This design comes from an exercise in tuning for small area, a short achievable clock period and few clock cycles per item on the open sky130 flow, not from production work.
The RTL was checked by simulation tests, not by an equivalence proof against the original design.
No activity file was given, so power comes from the tool's default toggle rates.

## flow/design.v (module list and top-level ports; edited modules follow where they fit)
// module rgpfe_lane: 44 lines
// module rgpfe_kernel: 2037 lines
module rgpfe_kernel (
    input  wire        clk,
    input  wire        rst,
    input  wire        in_valid,
    output wire        in_ready,
    input  wire [7:0]  in_mode,
    input  wire        in_fmt,      
    input  wire [63:0] in_c,
    input  wire [63:0] in_a1,
    input  wire [63:0] in_a2,
    input  wire [63:0] in_a3,
    input  wire [63:0] in_a4,
    input  wire [63:0] in_a5,
    input  wire [63:0] in_a6,
    input  wire [63:0] in_a7,
    input  wire [63:0] in_a8,
    output wire        out_valid,
    input  wire        out_ready,
    output wire [63:0] out_data
);
  // ...
==> flow/flow/run.sh <==
#!/bin/bash
# Layout flow: the standard ORFS flow (standard.sh), unchanged, with
# ORFS's own timing repair (run after floorplan, CTS and global routing)
# asked to aim for more setup slack than the 20 ns clock needs, so the
# critical paths are sized for a shorter achieved period.
# The design, SDC, clock period and all other settings are the standard flow's.
set -euo pipefail
bash standard.sh SETUP_SLACK_MARGIN=15 TNS_END_PERCENT=5 finish > flow_standard.log 2>&1
==> flow/standard.sh <==
#!/bin/bash
# synth_recipe.tcl (not shown) runs the flow's synth.tcl, then flattens the netlist and writes it again
# the make line also repeats each setting of config.mk as NAME=value (left out here)
make -C /OpenROAD-flow-scripts/flow DESIGN_CONFIG=/design/flow/config.mk WORK_HOME=/design/flow/orfs CLKGATE_MAP_FILE= SYNTH_SCRIPT=/design/flow/synth_recipe.tcl "${@:-finish}"
==> flow/config.mk <==
export PLATFORM = sky130hd
export DESIGN_NAME = rgpfe_kernel
export DESIGN_NICKNAME = rgpfe_kernel
export VERILOG_FILES = /design/flow/design.v
export SDC_FILE = /design/flow/constraint.sdc
export NUM_CORES = 4
export LEC_CHECK = 0
export CAP_MARGIN = 20
export CORE_MARGIN = 2
export CORE_UTILIZATION = 45
export PLACE_DENSITY = 0.6
export SLEW_MARGIN = 20
==> flow/constraint.sdc <==
create_clock -name core_clock -period 20.0 [get_ports {clk}]
set_input_delay 4.0000 -clock core_clock [delete_from_list [all_inputs] [get_ports {clk}]]
set_output_delay 4.0000 -clock core_clock [all_outputs]
set_load 0.01 [all_outputs]
==> flow_metrics.env, run 1 <==
export IMPL_final_max_slew_viol_count=0
export IMPL_min_delay_path_depth=0
export IMPL_synth_ff_type="dfxtp_1"
export IMPL_top_layer_reached_by_signal_wires="met5"
export IMPL_comb_power_share=0.712
export IMPL_first_pass_grt_wire_length_mm=673
export IMPL_power_density_nw_per_um2=175
export IMPL_cp_num_buf_inv=1
export IMPL_met1_use_gr=0.408
export IMPL_timing_critical_path_max_delay_family="buffers and inverters"
export IMPL_number_of_maximum_capacitance_constraint_violations=0
export IMPL_grt_start_max_net_pins=142
export IMPL_p_seq_frac=0.166
export IMPL_power_leakage_nw=70.7
export IMPL_pwr_share_clk=0.121
export IMPL_synth_compound_gate_area_share=0.182
export IMPL_most_common_layout_cells="ha_1, inv_1, dfxtp_1, fa_1, a21oi_1"
export IMPL_max_freq_mhz=176
export IMPL_cts_htree_levels=4
export IMPL_via_per_inst=5.83
export IMPL_synth_xor_area_share=0.0295
export IMPL_worstPathCellList="clkdlybuf4s15_1"
export IMPL_design_seq_count=1415
export IMPL_status="no timing/DRC/antenna violations"
export IMPL_worst_endpoint_required_ns=16.00
export IMPL_path_max_fanout=1
export IMPL_utilization=0.520
export IMPL_pre_cts_slack_ns=13.58
export IMPL_report_final_setup_viol=0
export IMPL_timing_rr_end="hd[39]$_DFFE_PN_"
export IMPL_synthesis_yosys_warnings=2
Testbench counts, summed over its fixed seeds: cycles 16,032, items 16,000.
==> inputs of run 2 (changes only) <==
--- a/flow/design.v
+++ b/flow/design.v
@@ -59,53 +59,69 @@
     input  wire [63:0] in_a7,
     input  wire [63:0] in_a8,
     output wire        out_valid,
     input  wire        out_ready,
     output wire [63:0] out_data
 );
     function [1:0] cmp8(input [7:0] x, input [7:0] y);
         integer k;
-        reg [7:0] g0, e0;
-        reg [3:0] g1, e1;
-        reg [1:0] g2, e2;
+        reg [7:0] g0, p0;
+        reg [3:0] g1, p1;
+        reg [1:0] g2, p2;
+        reg       g3, p3;
         begin
             g0 = x & ~y;
-            e0 = x | ~y;
+            p0 = ~(x ^ y);
             for (k = 0; k < 4; k = k + 1) begin
-                g1[k] = g0[2*k+1] | (e0[2*k+1] & g0[2*k]);
-                e1[k] = g0[2*k+1] | (e0[2*k+1] & e0[2*k]);
+                g1[k] = g0[2*k+1] | (p0[2*k+1] & g0[2*k]);
+                p1[k] = p0[2*k+1] & p0[2*k];
             end
             for (k = 0; k < 2; k = k + 1) begin
-                g2[k] = g1[2*k+1] | (e1[2*k+1] & g1[2*k]);
-                e2[k] = g1[2*k+1] | (e1[2*k+1] & e1[2*k]);
+                g2[k] = g1[2*k+1] | (p1[2*k+1] & g1[2*k]);
+                p2[k] = p1[2*k+1] & p1[2*k];
             end
-            cmp8 = {g2[1] | (e2[1] & g2[0]), g2[1] | (e2[1] & e2[0])};
+            g3 = g2[1] | (p2[1] & g2[0]);
+            p3 = p2[1] & p2[0];
+            cmp8 = {g3, g3 | p3};
         end
     endfunction
     reg        rdy;           
     reg [2:0]  occ;           
     reg        v1, v2, v3;    
     reg        hv;            
     reg [63:0] hd;            
+    reg [63:0] hd_hn;         
     reg [63:0] q0, q1, q2, q3;    
     reg [1:0]  qrd, qwr;
     reg [2:0]  qcnt;
     wire [63:0] res;          
     assign in_ready  = rdy;
     assign out_valid = hv;
     assign out_data  = hd;
-    wire take    = in_valid && rdy;
-    wire pop     = hv && out_ready;
-    wire h_load  = !hv || out_ready;
-    wire from_q  = (qcnt != 3'd0);
-    wire to_h    = v3 && h_load && !from_q;
-    wire enq     = v3 && !to_h;
-    wire deq     = h_load && from_q;
-    wire hv_n    = h_load ? (from_q || v3) : 1'b1;
+    wire from_q = (qcnt != 3'd0);
+    wire hl0    = !hv;                           
+    wire enq0   = v3 && !(hl0 && !from_q);
+    wire enq1   = v3 && from_q;
+    wire deq0   = hl0 && from_q;
+    wire deq1   = from_q;
+    wire hv_n0  = hl0 ? (from_q || v3) : 1'b1;
+    wire hv_n1  = from_q || v3;
+    wire [2:0] qcnt_n0 = qcnt + {2'b00, enq0} - {2'b00, deq0};
+    wire [2:0] qcnt_n1 = qcnt + {2'b00, enq1} - {2'b00, deq1};
+    wire [1:0] qwr_n0  = qwr + {1'b0, enq0};
+    wire [1:0] qwr_n1  = qwr + {1'b0, enq1};
+    wire [1:0] qrd_n0  = qrd + {1'b0, deq0};
+    wire [1:0] qrd_n1  = qrd + {1'b0, deq1};
+    wire       pop     = hv && out_ready;
+    wire       h_load  = !hv || out_ready;
+    wire       take    = in_valid && rdy;
+    wire [2:0] occ_up  = occ + 3'd1;
+    wire [2:0] occ_dn  = occ - 3'd1;
+    wire [63:0] hd_in;
     wire [63:0] qhead = (qrd == 2'd0) ? q0 : (qrd == 2'd1) ? q1 :
                         (qrd == 2'd2) ? q2 : q3;
     wire [2:0] occ_r = occ + {2'b00, rdy};
     wire       rdy_stay = (occ_r <= 3'd4);    
     wire       rdy_pop  = (occ_r <= 3'd5);    
     always @(posedge clk) begin
         if (rst) begin
             rdy  <= 1'b1;
@@ -114,29 +130,30 @@
             v2   <= 1'b0;
             v3   <= 1'b0;
             hv   <= 1'b0;
             qrd  <= 2'd0;
             qwr  <= 2'd0;
             qcnt <= 3'd0;
         end else begin
             rdy  <= pop ? rdy_pop : rdy_stay;
-            occ  <= occ + {2'b00, take} - {2'b00, pop};
+            occ  <= (take == pop) ? occ : take ? occ_up : occ_dn;
             v1   <= take;
             v2   <= v1;
             v3   <= v2;
-            hv   <= hv_n;
-            qcnt <= qcnt + {2'b00, enq} - {2'b00, deq};
-            if (enq) qwr <= qwr + 2'd1;
-            if (deq) qrd <= qrd + 2'd1;
+            hv   <= out_ready ? hv_n1   : hv_n0;
+            qcnt <= out_ready ? qcnt_n1 : qcnt_n0;
+            qwr  <= out_ready ? qwr_n1  : qwr_n0;
+            qrd  <= out_ready ? qrd_n1  : qrd_n0;
         end
     end
+    assign hd_in = from_q ? qhead : res;
     always @(posedge clk) begin
-        if (h_load)
-            hd <= from_q ? qhead : res;
+        hd    <= h_load ? hd_in : ~hd_hn;
+        hd_hn <= ~(h_load ? hd_in : ~hd_hn);
         if (v3 && qwr == 2'd0) q0 <= res;
         if (v3 && qwr == 2'd1) q1 <= res;
         if (v3 && qwr == 2'd2) q2 <= res;
         if (v3 && qwr == 2'd3) q3 <= res;
     end
     reg [63:0] r_c, r_a0, r_a1, r_a2, r_a3, r_a4, r_a5, r_a6, r_a7;
     reg [7:0]  r_mode;
     reg [3:0]  r_fmt;       
@@ -163,18 +180,18 @@
     genvar j, p, q;
     generate
         for (j = 0; j < 8; j = j + 1) begin : g_lane
             assign cb[j] = r_c[8*j +: 8];
             assign ab[j] = {r_a7[8*j +: 8], r_a6[8*j +: 8], r_a5[8*j +: 8], r_a4[8*j +: 8],
                             r_a3[8*j +: 8], r_a2[8*j +: 8], r_a1[8*j +: 8], r_a0[8*j +: 8]};
             for (p = 0; p < 8; p = p + 1) begin : g_p
                 for (q = p + 1; q < 8; q = q + 1) begin : g_q
-                    assign pg[j][p*(15-p)/2 + (q-p-1)] = ab[j][8*p +: 8] > ab[j][8*q +: 8];
-                    assign pe[j][p*(15-p)/2 + (q-p-1)] = ab[j][8*p +: 8] >= ab[j][8*q +: 8];
+                    assign {pg[j][p*(15-p)/2 + (q-p-1)], pe[j][p*(15-p)/2 + (q-p-1)]} =
+                        cmp8(ab[j][8*p +: 8], ab[j][8*q +: 8]);
                 end
             end
         end
         for (j = 0; j < 8; j = j + 2) begin : g_pair_a
             wire [27:0] gj = pg[j+1] | (pe[j+1] & pg[j]);
             wire [27:0] g_l = r_fmt[j/2] ? gj : pg[j];
             wire [27:0] g_u = r_fmt[j/2] ? gj : pg[j+1];
             rgpfe_lane u_lo (.g(g_l), .km1(km1), .a(ab[j]),
==> flow/flow/run.sh (replaced) <==
#!/bin/bash
# Layout flow: the standard ORFS flow (standard.sh), unchanged, with
#  - ORFS's own timing repair (run after floorplan, CTS and global routing)
#    asked to aim for more setup slack than the 20 ns clock needs, so the
#    critical paths are sized for a shorter achieved period, and allowed
#    to resize cells across footprints;
#  - every input and output port buffered (as the standard flow does) with
#    a plain buf_2 instead of the delay buffer buffer_ports picks.
# The design, SDC, clock period and all other settings are the standard flow's.
set -euo pipefail
bash standard.sh SETUP_SLACK_MARGIN=15 TNS_END_PERCENT=5 MATCH_CELL_FOOTPRINT=0 \
    "BUFFER_PORTS_ARGS=-buffer_cell sky130_fd_sc_hd__buf_2" finish > flow_standard.log 2>&1
==> flow/config.mk (replaced) <==
export PLATFORM = sky130hd
export DESIGN_NAME = rgpfe_kernel
export DESIGN_NICKNAME = rgpfe_kernel
export VERILOG_FILES = /design/flow/design.v
export SDC_FILE = /design/flow/constraint.sdc
export NUM_CORES = 4
export LEC_CHECK = 0
export CAP_MARGIN = 20
export CORE_MARGIN = 2
export CORE_UTILIZATION = 45
export CTS_CLUSTER_DIAMETER = 100
export CTS_CLUSTER_SIZE = 28
export PLACE_DENSITY = 0.6
export SLEW_MARGIN = 20
==> run 2 against run 1 <==
  * Largest cell class unchanged
  * Critical path type unchanged
  * Hold slack improved by 0.0048 ns
  * Sequential cell count increased by 64
  * Synthesized area down 1.9%
  * Core utilization is 2.1 points lower
  * Critical path depth unchanged
  * Via count fell by 6.1%
  * Sequential share of layout area increased by 1.7 points
  * Cell count decreased by 5.6%
  * Die area down 1.9%
  * Clock power shrank 31%
  * Power fell by 4.0%
  * Still clean on timing, DRC and antenna
==> flow_metrics.env, run 2 <==
export IMPL_syn_instance_count=13145
export IMPL_most_common_layout_cells="ha_1, inv_1, dfxtp_1, a21o_1, fa_1"
export IMPL_fin_tns_setup_ns=0
export IMPL_min_delay_path_depth=0
export IMPL_timing_reg2reg_worst_path_depth=19
export IMPL_final_worst_path_cycle_share=0.272
export IMPL_flow_area_growth_from_synthesis_pct=10.4
export IMPL_fin_worst_skew_ns=0.0831
export IMPL_cts_htree_levels=3
export IMPL_via_per_inst=5.80
export IMPL_power_density_nw_per_um2=178
export IMPL_die_x_um=544
export IMPL_hold_path_class="reg -> reg"
export IMPL_report_final_setup_viol=0
export IMPL_synth_compound_gate_area_share=0.201
export IMPL_synth_lib_cells_used_distinct=97
export IMPL_use_met2=0.442
export IMPL_first_pass_grt_wire_length_mm=651
export IMPL_cts_hold_buffers_added=0
export IMPL_global_route_usage_total=0.292
export IMPL_fp_dieArea_um2=296000
export IMPL_synth_area_mux_share=0.0206
export IMPL_nNetsFinal=17788
export IMPL_initial_utilization=0.452
export IMPL_worstPathCellList="buf_2"
export IMPL_antenna_found_initial=28
export IMPL_dominant_combinational_cell_family_by_area_after_synthesis="adder cells"
export IMPL_worst_endpoint_required_ns=16.00
export IMPL_placementRows=198
export IMPL_synth_ff_type="dfxtp_1"
export IMPL_grt_start_max_net_pins=114
export IMPL_grtUsageMet3=0.0471
export IMPL_worst_slew_margin_relative_to_its_limit=0.208
export IMPL_cell_accounting_for_the_most_synthesized_area="ha_1"
export IMPL_synth_simple_gate_area_share=0.0678
export IMPL_place_port_buffers=654
export IMPL_cts_root_buffer_cell="clkbuf_16"
export IMPL_yosys_area_share_adder=0.379
export IMPL_first_pass_iters=9
export IMPL_met1_use_gr=0.419
export IMPL_floorplan_io_pins=655
export IMPL_core_um2=291000
export IMPL_finalHoldViolations=0
export IMPL_floorplan_die_height_um=544
export IMPL_first_global_vias=101270
export IMPL_synth_top_cells_by_count="ha_1, inv_1, dfxtp_1"
export IMPL_cpMaxStageDelayCell="dfxtp_1"
export IMPL_drt_wl_total_mm=442
export IMPL_worst_max_slew_pin_slew_ns=1.15
export IMPL_number_of_synthesized_flops_with_an_enable_pin=256
export IMPL_insertion_delay_ns=0.90
export IMPL_synth_xor_area_share=0.0279
export IMPL_gp_congestion=0.963
export IMPL_power_leakage_nw=71.9
export IMPL_max_clock_path_buffers=4
export IMPL_clock_transition_at_path_regs_ns=0.11
export IMPL_setup_worst_path_start_class="register"
export IMPL_layout_cells_most_common="ha_1"
export IMPL_timing_critical_path_max_delay_family="flip-flops"
export IMPL_class_of_the_most_critical_setup_path="reg -> out"
export IMPL_num_vias=102777
export IMPL_grt_setup_unrepaired="true"
export IMPL_postSynth_asyncResetShare=0
export IMPL_worstSetupPathDepth=1
export IMPL_cp_num_buf_inv=1
export IMPL_path_max_fanout=1
export IMPL_place_detailed_hpwl_mm=356
export IMPL_number_of_maximum_capacitance_constraint_violations=0
export IMPL_min_period_ns=5.45
export IMPL_post_route_cells_drive_above_1_share=0.115
export IMPL_worstPathArrival_ns=1.45
export IMPL_overflow=0
export IMPL_timing_critical_path_slowest_cell_delay_ns=0.41
export IMPL_vdd_drop_max_uv=225
export IMPL_drt_iter0_markers=9252
export IMPL_detail_route_antenna_nets=0
export IMPL_synth_area_leaders="ha_1, dfxtp_1, fa_1"
export IMPL_timing_hold_ws_ns=0.331
export IMPL_synth_sequential_area_ratio=0.245
export IMPL_cts_buffers=93
export IMPL_synthesis_yosys_warnings=2
export IMPL_status="no timing/DRC/antenna violations"
export IMPL_post_drt_wl_per_cell_um=24.9
export IMPL_mappedNetlistArea_um2=131000
export IMPL_worst_setup_path_end_kind="output pin"
export IMPL_cts_tree="yes"
export IMPL_synth_area_per_cell_um2=9.99
export IMPL_yosysMostFrequentCell="ha_1"
export IMPL_ys_seq_elements=1479
export IMPL_cts_sink_count=1479
export IMPL_globalRoute_busiestLayer="met2"
export IMPL_drc=0
export IMPL_max_freq_mhz=184
export IMPL_synth_top_area_frac=0.245
export IMPL_final_max_slew_viol_count=0
-- run 2: changes by cell type after synthesis, sizes merged, moves of 90 or more --
| cell | before | now |
|---|---|---|
| o21ai | 698 | 565 |
| a21o | 353 | 919 |
| nand2 | 466 | 327 |
| nor2 | 558 | 428 |
| a31o | 8 | 117 |
| nand3 | 257 | 55 |
| dfxtp | 1095 | 1223 |
| nand2b | 266 | 103 |
| a21oi | 810 | 607 |
| o21a | 502 | 354 |
| nor2b | 287 | 51 |
| mux2i | 173 | 83 |
-- run 2: logic make-up after synthesis --
logic type | after synthesis
fa+ha+maj | 3450
compound gates | 3842
simple gates | 1728
buf+inv | 2041
xor+xnor | 419
other cells | 1
mux | 185
flops | 1479
-- run 2: stage by stage --
stage                     instances  setup WS (ns)   util  cell area [um2]  power, mW
after floorplan               13148          14.28      -           131000       17.9
after global placement        17489          12.67  0.478           139000       22.6
after detailed placement      17490          12.62  0.479           139000       22.8
after CTS                     17658          14.50  0.492           143000       25.3
after global routing          17717          14.52  0.499           145000       28.3
final                         17727          14.55  0.499           145000       25.9
-- run 2: cell type report --
type / instances / area [um2]
Antenna cell: 13 / 32.5
Clock buffer: 107 / 2430
Clock inverter: 53 / 933
Fill cell: 26890 / 146000
Inverter: 1759 / 6620
Multi-Input combinational cell: 9630 / 93000
Sequential cell: 1479 / 32400
Tap cell: 3900 / 4880
Timing Repair Buffer: 785 / 4570
Timing Repair inverter: 1 / 7.51
-- run 2: final timing paths --
path | startpoint | to | slack, ns
worst max-delay path | hd[38]$_DFF_P_ | out_data[38] | 14.55
worst min-delay path | mean9_b[0]$_DFF_P_ | mean9_c[0]$_DFF_P_ | 0.33
worst max register to register | r_a4[1]$_DFF_P_ | hi_b[10]$_DFF_P_ | 14.67
worst min register to register | mean9_b[0]$_DFF_P_ | mean9_c[0]$_DFF_P_ | 0.33
-- run 2: power by group --
group | total (mW) | internal, mW | switching (mW)
logic | 18.9 | 7.93 | 11.0
clock network | 2.26 | 0.978 | 1.28
registers | 4.67 | 3.79 | 0.879
-- run 2: timing repair --
item	CTS	global route
pin swaps	3	85
setup endpoints to repair	420	506
gates cloned	3	0
gates resized for setup	108	399
buffers inserted	5	55
-- run 2: layer usage --
metal	vias up	wire (um)
li1	48427	-
met1	49416	201000
met2	4131	188000
met3	785	35400
met4	18	17500
met5	-	117
Testbench counts of run 2, summed over its fixed seeds: cycles 16,032, items 16,000.
==> inputs of run 3 (changes only) <==
--- a/flow/config.mk
+++ b/flow/config.mk
@@ -8,7 +8,7 @@
 export CAP_MARGIN = 20
 export CORE_MARGIN = 2
-export CORE_UTILIZATION = 45
+export CORE_UTILIZATION = 50
 export CTS_CLUSTER_DIAMETER = 100
 export CTS_CLUSTER_SIZE = 28
-export PLACE_DENSITY = 0.6
+export PLACE_DENSITY = 0.65
 export SLEW_MARGIN = 20
==> run 3 against run 2 <==
  * Still clean on timing, DRC and antenna
  * Hold slack better by 0.0071 ns
  * Synthesized cell count unchanged
  * Synthesized area unchanged
  * Final area is 0.14% lower
  * First-iteration DRC count grew 12%
  * Combinational power hardly changed
  * Power down 0.90%
  * Via count grew 0.12%
  * Global-route usage rose by 1.4 points
  * Register-to-register slack worse by 0.19 ns
  * Routed wire length down 5.8%
  * Largest cell class unchanged
  * Highest routed layer unchanged
==> flow_metrics.env, run 3 <==
export IMPL_final_max_slew_viol_count=0
export IMPL_yosysMostFrequentCell="ha_1"
export IMPL_synth_lib_cells_used_distinct=97
export IMPL_worst_endpoint_required_ns=20.82
export IMPL_worst_max_slew_pin_slew_ns=1.33
export IMPL_detail_route_antenna_nets=0
export IMPL_r2r_setup_slack_ns=14.48
export IMPL_drt_iter0_markers=10367
export IMPL_crit_reg2reg_launch="r_a5[61]$_DFF_P_"
export IMPL_final_worst_path_cycle_share=0.276
export IMPL_overflow=0
export IMPL_timing_rr_end="hi_b[48]$_DFF_P_"
export IMPL_path_max_fanout=8
export IMPL_via_per_inst=5.93
export IMPL_final_area_um2=145000
export IMPL_global_route_usage_total=0.306
export IMPL_max_freq_mhz=181
export IMPL_min_delay_worst_endpoint="mean9_c[0]$_DFF_P_"
export IMPL_finalHoldViolations=0
export IMPL_number_of_synthesized_flops_with_an_enable_pin=256
export IMPL_setup_worst_path_start_class="register"
export IMPL_dominant_combinational_cell_family_by_area_after_synthesis="adder cells"
export IMPL_cpMaxStageDelayCell="o21ai_0"
export IMPL_cell_accounting_for_the_most_synthesized_area="ha_1"
export IMPL_fin_tns_setup_ns=0
export IMPL_report_final_setup_viol=0
export IMPL_place_port_buffers=654
export IMPL_fp_dieArea_um2=267000
export IMPL_fin_worst_skew_ns=0.0454
export IMPL_timing_reg2reg_worst_path_depth=13
export IMPL_ys_seq_elements=1479
export IMPL_num_vias=102897
export IMPL_grt_start_max_net_pins=111
export IMPL_flow_area_growth_from_synthesis_pct=10.2
export IMPL_syn_instance_count=13145
export IMPL_worst_slew_margin_relative_to_its_limit=0.112
export IMPL_class_of_the_most_critical_setup_path="reg -> reg"
export IMPL_synth_simple_gate_area_share=0.0678
export IMPL_first_pass_grt_wire_length_mm=623
export IMPL_power_leakage_nw=72.0
export IMPL_worstPathArrival_ns=6.34
export IMPL_most_common_layout_cells="ha_1, inv_1, dfxtp_1, a21o_1, fa_1"
export IMPL_gp_congestion=0.999
export IMPL_crit_path_frequent_cell="fa_1"
export IMPL_timing_critical_path_max_delay_family="adder cells"
export IMPL_first_global_vias=100468
export IMPL_placementRows=188
export IMPL_min_delay_path_depth=0
export IMPL_multi_input_area_um2=93100
export IMPL_nNetsFinal=17797
export IMPL_synth_top_cells_by_count="ha_1, inv_1, dfxtp_1"
export IMPL_cts_buffers=92
export IMPL_grt_setup_unrepaired="true"
export IMPL_synth_sequential_area_ratio=0.245
export IMPL_initial_utilization=0.502
export IMPL_post_route_cells_drive_above_1_share=0.115
export IMPL_place_detailed_hpwl_mm=332
export IMPL_cts_tree="yes"
export IMPL_drc=0
export IMPL_insertion_delay_ns=0.88
export IMPL_core_um2=262000
export IMPL_floorplan_die_height_um=516
export IMPL_synth_top_area_frac=0.245
export IMPL_timing_hold_ws_ns=0.338
export IMPL_status="no timing/DRC/antenna violations"
export IMPL_synth_area_per_cell_um2=9.99
export IMPL_worstPathCellList="inv_1, ha_1, nand4_1, o21ai_0, a22oi_1, fa_1, inv_1, fa_1, fa_1, xnor2_1, and3_1, a22oi_1, nand4_1"
export IMPL_max_clock_path_buffers=4
export IMPL_synth_ff_type="dfxtp_1"
export IMPL_hold_path_startpoint="mean9_b[0]$_DFF_P_"
export IMPL_synth_area_mux_share=0.0206
export IMPL_cts_root_buffer_cell="clkbuf_16"
export IMPL_worst_slack_ns=14.48
export IMPL_synth_area_leaders="ha_1, dfxtp_1, fa_1"
export IMPL_cts_hold_buffers_added=0
export IMPL_pre_cts_slack_ns=13.15
export IMPL_timing_critical_path_slowest_cell_delay_ns=0.91
export IMPL_mappedNetlistArea_um2=131000
export IMPL_die_x_um=516
export IMPL_cts_htree_levels=3
export IMPL_synth_compound_gate_area_share=0.201
export IMPL_synthesis_yosys_warnings=2
export IMPL_yosys_area_share_adder=0.379
export IMPL_drt_wl_total_mm=416
export IMPL_seqCellArea_um2=32400
export IMPL_vdd_drop_max_uv=281
export IMPL_layout_cells_most_common="ha_1"
export IMPL_utilization=0.553
export IMPL_power_density_nw_per_um2=177
export IMPL_number_of_maximum_capacitance_constraint_violations=0
export IMPL_dpl_instance_area_um2=138000
export IMPL_worst_setup_path_end_kind="register"
export IMPL_fillers=23308
export IMPL_hold_path_class="reg -> reg"
export IMPL_floorplan_io_pins=655
export IMPL_cp_num_buf_inv=2
export IMPL_first_pass_iters=13
export IMPL_clock_transition_at_path_regs_ns=0.10
export IMPL_antenna_found_initial=37
export IMPL_synth_xor_area_share=0.0279
export IMPL_postSynth_asyncResetShare=0
export IMPL_post_drt_wl_per_cell_um=24.0
export IMPL_min_period_ns=5.52
export IMPL_cts_sink_count=1479
-- run 3: cell counts after synthesis --
No cell type changed its count.
-- run 3: repair_timing --
item | CTS | global route
gates cloned | 2 | 0
endpoints found under the setup margin | 411 | 456
resized for setup | 187 | 358
buffers inserted | 4 | 74
pin swaps | 4 | 124
-- run 3: how the worst max path moves through the flow --
stage	startpoint	end	slack, ns	cells past startpoint
finish	r_a5[61]$_DFF_P_	hi_b[48]$_DFF_P_	14.48	13
global route	hd[16]$_DFF_P_	out_data[16]	14.51	1
CTS	hd[16]$_DFF_P_	out_data[16]	14.52	1
detailed placement	out_ready	hd[15]$_DFF_P_	13.15	9
global placement	out_ready	hd[15]$_DFF_P_	13.17	9
floorplan	out_ready	hd_hn[18]$_DFF_P_	14.28	5
-- run 3: cells by family after synthesis --
group	count (synthesis)
buf+inv	2041
compound gates	3842
other cells	1
fa+ha+maj	3450
mux	185
simple gates	1728
flops	1479
xor+xnor	419
-- run 3: area by class of cell --
| type | instances | share of cell area |
|---|---|---|
| diodes | 9 | 0.000156 |
| clock buffers | 107 | 0.0164 |
| clock inverters | 54 | 0.00679 |
| inverters | 1759 | 0.0457 |
| multi-input cells | 9629 | 0.643 |
| flip-flops and latches | 1479 | 0.224 |
| well taps | 3515 | 0.0304 |
| repair buffers | 797 | 0.0334 |
-- run 3: routing by layer --
metal  global-route usage  vias up  part of all wire
li1                     -    48457                 -
met1                0.444    49125              0.45
met2                0.463     4430              0.42
met3               0.0520      867             0.086
met4               0.0909       18             0.036
met5                    0        -           0.00026
-- run 3: stage by stage --
stage | std cells | total power [mW]
2_1_floorplan | 13148 | 17.9
3_3_place_gp | 17098 | 22.3
3_5_place_dp | 17098 | 22.5
4_1_cts | 17265 | 25.0
5_1_grt | 17342 | 28.1
6_report | 17349 | 25.6
-- run 3: power by group --
| group | total [mW] | internal, mW | switching, mW | leakage [nW] |
|---|---|---|---|---|
| logic | 18.7 | 7.96 | 10.7 | 57.7 |
| clock network | 2.23 | 0.971 | 1.26 | 1.59 |
| registers | 4.68 | 3.80 | 0.886 | 12.6 |
| total | 25.6 | 12.7 | 12.9 | 72.0 |
==> inputs of run 4 (changes only) <==
--- a/flow/config.mk
+++ b/flow/config.mk
@@ -6,9 +6,9 @@
 export NUM_CORES = 4
 export LEC_CHECK = 0
-export CAP_MARGIN = 20
+export CAP_MARGIN = 10
 export CORE_MARGIN = 2
-export CORE_UTILIZATION = 50
+export CORE_UTILIZATION = 45
 export CTS_CLUSTER_DIAMETER = 100
 export CTS_CLUSTER_SIZE = 28
-export PLACE_DENSITY = 0.65
-export SLEW_MARGIN = 20
+export PLACE_DENSITY = 0.6
+export SLEW_MARGIN = 10
==> run 4 against run 3 <==
  * Clock power is 3% higher
  * Largest cell class unchanged
  * Sequential power about the same
  * Via count decreased by 0.32%
==> flow_metrics.env, run 4 <==
export IMPL_status="no timing/DRC/antenna violations"
export IMPL_synth_area_leaders="ha_1, dfxtp_1, fa_1"
export IMPL_path_max_fanout=1
export IMPL_synth_sequential_area_ratio=0.245
export IMPL_cts_sink_count=1479
export IMPL_max_clock_path_buffers=4
export IMPL_cts_buffers=93
export IMPL_fp_dieArea_um2=296000
export IMPL_synth_area_mux_share=0.0206
export IMPL_dominant_combinational_cell_family_by_area_after_synthesis="adder cells"
export IMPL_worst_endpoint_required_ns=16.00
export IMPL_synth_lib_cells_used_distinct=97
export IMPL_seqCellArea_um2=32500
export IMPL_mappedNetlistArea_um2=131000
export IMPL_antenna_found_initial=28
export IMPL_drt_wl_total_mm=442
export IMPL_post_drt_wl_per_cell_um=24.9
export IMPL_timing_critical_path_max_delay_family="flip-flops"
export IMPL_worst_max_slew_pin_slew_ns=1.25
export IMPL_max_freq_mhz=183
export IMPL_cts_hold_buffers_added=0
export IMPL_cpMaxStageDelayCell="dfxtp_4"
export IMPL_first_pass_grt_wire_length_mm=653
export IMPL_overflow=0
export IMPL_r2r_setup_slack_ns=14.70
export IMPL_floorplan_io_pins=655
export IMPL_clock_transition_at_path_regs_ns=0.11
export IMPL_postSynth_asyncResetShare=0
export IMPL_synth_area_per_cell_um2=9.99
export IMPL_power_leakage_nw=72.0
export IMPL_class_of_the_most_critical_setup_path="reg -> out"
export IMPL_setup_worst_path_start_class="register"
export IMPL_core_um2=291000
export IMPL_floorplan_die_height_um=544
export IMPL_multi_input_area_um2=93200
export IMPL_via_per_inst=5.77
export IMPL_synth_ff_type="dfxtp_1"
export IMPL_drt_iter0_markers=9623
export IMPL_place_port_buffers=654
export IMPL_synth_compound_gate_area_share=0.201
export IMPL_cts_htree_levels=3
export IMPL_synth_simple_gate_area_share=0.0678
export IMPL_synth_xor_area_share=0.0279
export IMPL_timing_critical_path_slowest_cell_delay_ns=0.43
export IMPL_insertion_delay_ns=0.90
export IMPL_yosys_area_share_adder=0.379
export IMPL_crit_reg2reg_launch="r_a6[1]$_DFF_P_"
export IMPL_cts_tree="yes"
export IMPL_gp_congestion=0.963
export IMPL_detail_route_antenna_nets=0
export IMPL_fin_worst_skew_ns=0.0920
export IMPL_final_max_slew_viol_count=0
export IMPL_synthesis_yosys_warnings=2
export IMPL_finalHoldViolations=0
export IMPL_most_common_layout_cells="ha_1, inv_1, dfxtp_1, a21o_1, fa_1"
export IMPL_nNetsFinal=17819
export IMPL_number_of_synthesized_flops_with_an_enable_pin=256
export IMPL_grt_start_max_net_pins=114
export IMPL_timing_hold_ws_ns=0.332
export IMPL_first_global_vias=101279
export IMPL_ys_seq_elements=1479
export IMPL_die_x_um=544
export IMPL_worst_slew_margin_relative_to_its_limit=0.163
export IMPL_cell_accounting_for_the_most_synthesized_area="ha_1"
export IMPL_worstPathCellList="buf_6"
export IMPL_synth_top_cells_by_count="ha_1, inv_1, dfxtp_1"
export IMPL_fin_tns_setup_ns=0
export IMPL_flow_area_growth_from_synthesis_pct=10.8
export IMPL_global_route_usage_total=0.292
export IMPL_syn_instance_count=13145
export IMPL_first_pass_iters=7
export IMPL_hold_path_startpoint="mean9_b[0]$_DFF_P_"
export IMPL_final_worst_path_cycle_share=0.273
export IMPL_hold_path_class="reg -> reg"
export IMPL_worst_setup_path_end_kind="output pin"
export IMPL_yosysMostFrequentCell="ha_1"
export IMPL_cts_root_buffer_cell="clkbuf_16"
export IMPL_dpl_instance_area_um2=139000
export IMPL_min_period_ns=5.46
export IMPL_fillers=26882
export IMPL_num_vias=102565
export IMPL_power_density_nw_per_um2=179
export IMPL_post_route_cells_drive_above_1_share=0.121
export IMPL_final_area_um2=145000
export IMPL_placementRows=198
export IMPL_grt_setup_unrepaired="true"
export IMPL_number_of_maximum_capacitance_constraint_violations=0
export IMPL_layout_cells_most_common="ha_1"
export IMPL_power_total_mw=26.0
export IMPL_drc=0
export IMPL_worstPathArrival_ns=1.46
export IMPL_cp_num_buf_inv=1
export IMPL_report_final_setup_viol=0
export IMPL_place_detailed_hpwl_mm=356
export IMPL_critical_path_startpoint="hd[25]$_DFF_P_"
export IMPL_vdd_drop_max_uv=225
export IMPL_initial_utilization=0.452
export IMPL_synth_top_area_frac=0.245
run 4: logic make-up after synthesis:
family                   after synthesis
AO/OA/AOI/OAI                       3842
adder cells (fa/ha/maj)             3450
buffers and inverters               2041
AND/OR/NAND/NOR                     1728
flip-flops                          1479
XOR/XNOR                             419
multiplexers                         185
other                                  1
run 4: power breakdown:
part	internal, mW	switching (mW)	leakage [nW]	total, mW
sequential	3.79	0.884	12.6	4.67
clock	1.01	1.28	1.63	2.29
combinational	8.03	11.0	57.8	19.0
run 4: routing by layer:
metal  up-vias  GRT usage  wire [um]
li1      48514          -          -
met3       749     0.0499      35200
met5         -          0        125
met4        14      0.103      18000
met1     49276      0.419     201000
met2      4012      0.441     187000
run 4: final cells by class:
| class | instances | area share |
|---|---|---|
| Antenna cell | 24 | 0.000413 |
| Clock inverter | 52 | 0.00697 |
| Multi-Input combinational cell | 9630 | 0.641 |
| Timing Repair inverter | 1 | 0.0000516 |
| Timing Repair Buffer | 816 | 0.0330 |
| Sequential cell | 1479 | 0.223 |
| Clock buffer | 108 | 0.0166 |
| Tap cell | 3900 | 0.0335 |
| Inverter | 1759 | 0.0455 |
run 4: what timing repair did:
action | CTS | global route
setup buffers | 7 | 86
pin swaps | 4 | 129
setup endpoints to repair | 430 | 516
cloned | 3 | 0
gates resized for setup | 124 | 467
run 4: stage by stage:
stage	cells	util	worst slack, ns
floorplan	13148	-	14.28
global placement	17489	0.478	12.67
detailed placement	17489	0.478	12.64
CTS	17659	0.492	14.49
global route	17752	0.501	14.50
finish	17769	0.501	14.54
run 4: final timing paths:
kind                                      endpoint  depth (start not counted)
worst max-delay path                  out_data[25]                          1
worst min-delay path            mean9_c[0]$_DFF_P_                          0
worst max register to register     hi_b[5]$_DFF_P_                         19
worst min register to register  mean9_c[0]$_DFF_P_                          0

==> port drivers added, routing unchanged <==
Ports are ideal in the flow. The routed layouts listed here were re-timed in OpenROAD.
Step 1: set_driving_cell puts a clkbuf_16 on clk and a buf_2 on each other input, an assumption about the parent block.
Step 2 times the ports against the registers' clock, not the clock port: input delays grow and output delays shrink by t, the midpoint of the rising clock arrivals with the driver on.
a / b / c = ideal ports / drivers / drivers and shift; a / b = the first two.
run | t (ns) | slack for setup (ns) | worst register clock-pin slew, ns | pins driven straight from the clock port
run 1 | 0.951 | 14.308 / 14.213 / 13.627 | 0.07 / 0.07 | 1
run 2 | 0.963 | 14.552 / 14.446 / 13.989 | 0.12 / 0.12 | 1
run 3 | 0.966 | 14.485 / 14.466 / 14.086 | 0.11 / 0.11 | 1
run 4 | 0.961 | 14.540 / 14.434 / 13.983 | 0.11 / 0.11 | 1
After both steps setup and hold are still met in every run listed. For run 1, which loses most, drivers alone change the setup slack by -0.095 ns; drivers and shift together by -0.681 ns.
